Background: an optimization exercise with open tools, aiming at small area, a short achievable clock period and few clock cycles. Do not read the settings as production practice. Power figures rest on the tool's default switching activity, not on a simulated workload.

== old ==
==> flow/design.v <==
module bitrat_enc (
    input  wire        clk,
    input  wire        rst,         
    input  wire        start,
    input  wire        prev_bit,
    input  wire [12:0] len,         
    output wire [11:0] in_addr,
    input  wire [7:0]  in_data,
    output reg         out_we,
    output reg  [12:0] out_addr,
    output reg  [7:0]  out_data,
    output wire        busy,
    output reg         done,
    output wire [7:0]  cmask,
    output wire [3:0]  maskw,
    output wire [12:0] count,
    output wire        last
);
    localparam [2:0] S_IDLE = 3'd0,
                     S_B2   = 3'd1,   
                     S_B1   = 3'd2,   
                     S_RUN  = 3'd3,   
                     S_GW   = 3'd4,   
                     S_PW   = 3'd5,   
                     S_SW   = 3'd6;   
    reg [2:0]  st;
    reg [12:0] lm1;       
    reg [11:0] icur;      
    reg [11:0] raddr;     
    reg [7:0]  d;
    reg        d00, dff;          
    reg        mbit;      
    reg        mode;      
    reg [12:0] ocur;      
    reg [12:0] gpos, ppos, spos;
    reg        p_act, s_act;      
    reg [7:0]  gmask, pmask, smask, cm;
    reg [5:0]  ln;        
    reg [12:0] ocur_b;    
    reg        p_act_b, s_act_b, mbit_b;
    assign busy    = (st != S_IDLE);
    assign in_addr = raddr;
    assign count   = ocur;
    assign cmask   = cm;
    assign last    = mbit;
    assign maskw   = lm1[12:9] + 4'd1;
    wire last_byte  = (icur == lm1[11:0]);
    wire full_pair  = (icur[11:6] != lm1[11:6]) || (lm1[5:0] == 6'h3F);
    wire grp_start  = (icur[2:0] == 3'd0);
    wire blk_start  = (icur[4:0] == 5'd0);
    wire pair_start = (icur[5:0] == 6'd0);
    wire sec_start  = (icur[8:0] == 9'd0);
    wire grp_end    = (icur[2:0] == 3'd7) || last_byte;
    wire blk_end    = full_pair && (icur[4:0] == 5'd31);
    wire pair_end   = (icur[5:0] == 6'd63) || last_byte;
    wire sec_end    = (icur[8:0] == 9'h1FF) || last_byte;
    wire esc_mode   = mode && full_pair;
    wire [7:0] gm_base = grp_start  ? 8'd0 : gmask;
    wire [7:0] pm_base = pair_start ? 8'd0 : pmask;
    wire [7:0] sm_base = sec_start  ? 8'd0 : smask;
    wire [5:0] ln_base = blk_start  ? 6'd0 : ln;
    wire       g_has   = |gm_base;
    wire       p_has   = pair_start ? 1'b0 : p_act;
    wire       s_has   = sec_start  ? 1'b0 : s_act;
    wire       lit     = mbit ? !dff : !d00;
    wire [7:0] gm_next = gm_base | (lit ? (8'h80 >> icur[2:0]) : 8'd0);
    wire       wr      = esc_mode || lit;
    wire       ng      = esc_mode ? blk_start : (lit && !g_has);
    wire       np      = wr && !p_has;
    wire       ns      = wr && !s_has;
    wire [12:0] o1     = ocur + 13'd1;
    wire [12:0] o2     = ocur + 13'd2;
    wire [12:0] o3     = ocur + 13'd3;
    wire [12:0] o4     = ocur + 13'd4;
    wire [12:0] waddr  = ns ? o3 : np ? o2 : ng ? o1 : ocur;
    wire [12:0] onext  = ns ? o4 : np ? o3 : ng ? o2 : o1;
    wire [5:0] ln_next = ln_base + {5'd0, lit} + {5'd0, lit && !g_has};
    wire       esc     = (ln_base > 6'd32) ||
                         (lit && ((ln_base >= 6'd32) || (!g_has && ln_base >= 6'd31)));
    wire       mism    = blk_end && (mode != esc);
    wire       p_act_n = p_has || wr;
    wire       s_act_n = s_has || wr;
    wire       gw      = grp_end && (esc_mode ? (blk_end && esc) : lit);
    wire [7:0] pm_grp  = (grp_end && (gm_next != 8'd0)) ? (8'h80 >> icur[5:3]) : 8'd0;
    wire [7:0] pm_esc  = (blk_end && esc_mode && esc) ? (icur[5] ? 8'h0F : 8'hF0) : 8'd0;
    wire [7:0] sm_bit  = (pair_end && p_act_n) ? (8'h80 >> icur[8:6]) : 8'd0;
    wire [7:0] cm_bit  = (sec_end && s_act_n) ? (8'h80 >> icur[11:9]) : 8'd0;
    wire pw_run = pair_end && p_act_n;
    wire sw_run = sec_end && s_act_n;
    wire pw_st  = pair_end && p_act;
    wire sw_st  = sec_end && s_act;
    wire fin_run = gw || pw_run || sw_run || last_byte;
    wire fin_st  = (st == S_GW) ? (pw_st || sw_st || last_byte) :
                   (st == S_PW) ? (sw_st || last_byte) : last_byte;
    wire adv     = (st == S_B2) || (st == S_B1) ||
                   ((st == S_RUN) && !mism && !fin_run) ||
                   ((st == S_GW || st == S_PW || st == S_SW) && !fin_st);
    always @(posedge clk) begin
        if (rst) begin
            st     <= S_IDLE;
            done   <= 1'b0;
            out_we <= 1'b0;
        end else begin
            done   <= 1'b0;
            out_we <= 1'b0;
            if (st != S_GW && st != S_PW && st != S_SW) begin
                d   <= in_data;
                d00 <= (in_data == 8'h00);
                dff <= (in_data == 8'hFF);
            end
            if (adv) raddr <= raddr + 12'd1;
            case (st)
                S_IDLE: begin
                    if (start) begin
                        lm1  <= len - 13'd1;
                        mbit <= prev_bit;
                        mode <= 1'b0;
                        icur <= 12'd0;
                        raddr <= 12'd0;
                        ocur <= 13'd0;
                        cm   <= 8'd0;
                        if (len == 13'd0)
                            done <= 1'b1;
                        else
                            st <= S_B2;
                    end
                end
                S_B2: st <= S_B1;
                S_B1: st <= S_RUN;
                S_RUN: begin
                    if (blk_start && full_pair) begin
                        ocur_b  <= ocur;
                        p_act_b <= p_has;
                        s_act_b <= s_has;
                        mbit_b  <= mbit;
                    end
                    if (ns) spos <= ocur;
                    if (np) ppos <= ns ? o1 : ocur;
                    if (ng) gpos <= ns ? o2 : np ? o1 : ocur;
                    gmask <= gm_next;
                    ln    <= ln_next;
                    pmask <= pm_base | pm_grp | pm_esc;
                    out_we   <= wr || (!esc_mode && g_has);
                    out_addr <= wr ? waddr : gpos;
                    out_data <= wr ? d : gm_base;
                    if (mism) begin
                        mode  <= ~mode;
                        icur  <= {icur[11:5], 5'd0};
                        raddr <= {icur[11:5], 5'd0};
                        ocur  <= ocur_b;
                        p_act <= p_act_b;
                        s_act <= s_act_b;
                        mbit  <= mbit_b;
                        st    <= S_B2;
                    end else begin
                        if (lit) mbit <= d[0];
                        if (wr) ocur <= onext;
                        p_act <= p_act_n;
                        s_act <= s_act_n;
                        smask <= sm_base | sm_bit;
                        cm    <= cm | cm_bit;
                        if (gw) begin
                            st <= S_GW;
                        end else if (pw_run) begin
                            st <= S_PW;
                        end else if (sw_run) begin
                            st <= S_SW;
                        end else if (last_byte) begin
                            done <= 1'b1;
                            st   <= S_IDLE;
                        end else begin
                            icur <= icur + 12'd1;
                        end
                    end
                end
                S_GW: begin
                    out_we   <= 1'b1;
                    out_addr <= gpos;
                    out_data <= esc_mode ? 8'h00 : gmask;
                    if (pw_st) begin
                        st <= S_PW;
                    end else if (sw_st) begin
                        st <= S_SW;
                    end else if (last_byte) begin
                        done <= 1'b1;
                        st   <= S_IDLE;
                    end else begin
                        icur <= icur + 12'd1;
                        st   <= S_RUN;
                    end
                end
                S_PW: begin
                    out_we   <= 1'b1;
                    out_addr <= ppos;
                    out_data <= pmask;
                    if (sw_st) begin
                        st <= S_SW;
                    end else if (last_byte) begin
                        done <= 1'b1;
                        st   <= S_IDLE;
                    end else begin
                        icur <= icur + 12'd1;
                        st   <= S_RUN;
                    end
                end
                S_SW: begin
                    out_we   <= 1'b1;
                    out_addr <= spos;
                    out_data <= smask;
                    if (last_byte) begin
                        done <= 1'b1;
                        st   <= S_IDLE;
                    end else begin
                        icur <= icur + 12'd1;
                        st   <= S_RUN;
                    end
                end
                default: st <= S_IDLE;
            endcase
        end
    end
endmodule
==> flow/config.mk <==
export PLATFORM = sky130hd
export DESIGN_NAME = bitrat_enc
export DESIGN_NICKNAME = bitrat_enc
export VERILOG_FILES = /design/flow/design.v
export SDC_FILE = /design/flow/constraint.sdc
export NUM_CORES = 4
export LEC_CHECK = 0
export CAP_MARGIN = 20
export CORE_MARGIN = 2
export CORE_UTILIZATION = 40
export SLEW_MARGIN = 20
==> flow/constraint.sdc <==
create_clock -name core_clock -period 5.0 [get_ports {clk}]
set_input_delay 1.0000 -clock core_clock [delete_from_list [all_inputs] [get_ports {clk}]]
set_output_delay 1.0000 -clock core_clock [all_outputs]
set_load 0.01 [all_outputs]
run.sh (not shown) runs the stock make flow with config.mk's settings and CLKGATE_MAP_FILE= SYNTH_SCRIPT=/design/flow/synth_recipe.tcl, a recipe that flattens the netlist after the stock synthesis.
#### Input delta (new over old)
--- a/flow/design.v
+++ b/flow/design.v
@@ -27,5 +27,4 @@
     reg [12:0] lm1;       
     reg [11:0] icur;      
-    reg [11:0] raddr;     
     reg [7:0]  d;
     reg        d00, dff;          
@@ -40,5 +39,5 @@
     reg        p_act_b, s_act_b, mbit_b;
     assign busy    = (st != S_IDLE);
-    assign in_addr = raddr;
+    assign in_addr = icur + ((st == S_B2) ? 12'd0 : (st == S_B1) ? 12'd1 : 12'd2);
     assign count   = ocur;
     assign cmask   = cm;
@@ -90,10 +89,4 @@
     wire pw_st  = pair_end && p_act;
     wire sw_st  = sec_end && s_act;
-    wire fin_run = gw || pw_run || sw_run || last_byte;
-    wire fin_st  = (st == S_GW) ? (pw_st || sw_st || last_byte) :
-                   (st == S_PW) ? (sw_st || last_byte) : last_byte;
-    wire adv     = (st == S_B2) || (st == S_B1) ||
-                   ((st == S_RUN) && !mism && !fin_run) ||
-                   ((st == S_GW || st == S_PW || st == S_SW) && !fin_st);
     always @(posedge clk) begin
         if (rst) begin
@@ -109,5 +102,4 @@
                 dff <= (in_data == 8'hFF);
             end
-            if (adv) raddr <= raddr + 12'd1;
             case (st)
                 S_IDLE: begin
@@ -117,5 +109,4 @@
                         mode <= 1'b0;
                         icur <= 12'd0;
-                        raddr <= 12'd0;
                         ocur <= 13'd0;
                         cm   <= 8'd0;
@@ -147,5 +138,4 @@
                         mode  <= ~mode;
                         icur  <= {icur[11:5], 5'd0};
-                        raddr <= {icur[11:5], 5'd0};
                         ocur  <= ocur_b;
                         p_act <= p_act_b;
Summary: with old as the reference, met2 wire length in new moved down slightly. Portion of the clock cycle consumed by the worst path in the final layout: new vs old down 3.8 points. HPWL after detailed placement: new vs old up 450 um. Going from old to new, the combinational fraction of design power was found to have gone up by 1.6 points. Relative to old, overall die width has decreased by 1.9 um in new. Diff old -> new: sequential-cell power consumption shrank by about 7%, critical path depth shrank by 2, smallest hold slack shrank by 0.0057 ns, post-synthesis simple-gate area fraction grew by 1.2 points. [compare] base=old new=new: number of clock-tree buffers in the layout +2, via count increased 30.
No run of this note included a check of the RTL's function; only the layout flow was run.

-- separate check: timing with driven ports --
No port has a modelled driver above. Below, the same layouts with a new extraction and two added sets of constraints.
Step 1 sets driving cells, clkbuf_16 on the clock port and buf_2 on the other inputs (assumed; they add their load-dependent delay and slew).
Step 2, shift: input delay + t, output delay - t, t = (earliest + latest rising clock arrival at the registers) / 2. This alone moves slack from input paths to output paths.
a / b / c = ideal ports / drivers / drivers and shift; a / b = the first two.
run | shift t [ns] | setup WS [ns] | slew at the worst register clock pin (ns)
old | 0.485 | 0.656 / 0.656 / 0.656 | 0.08 / 0.08
new | 0.480 | 0.848 / 0.801 / 0.864 | 0.07 / 0.07
After both steps setup and hold are still met in every run listed.
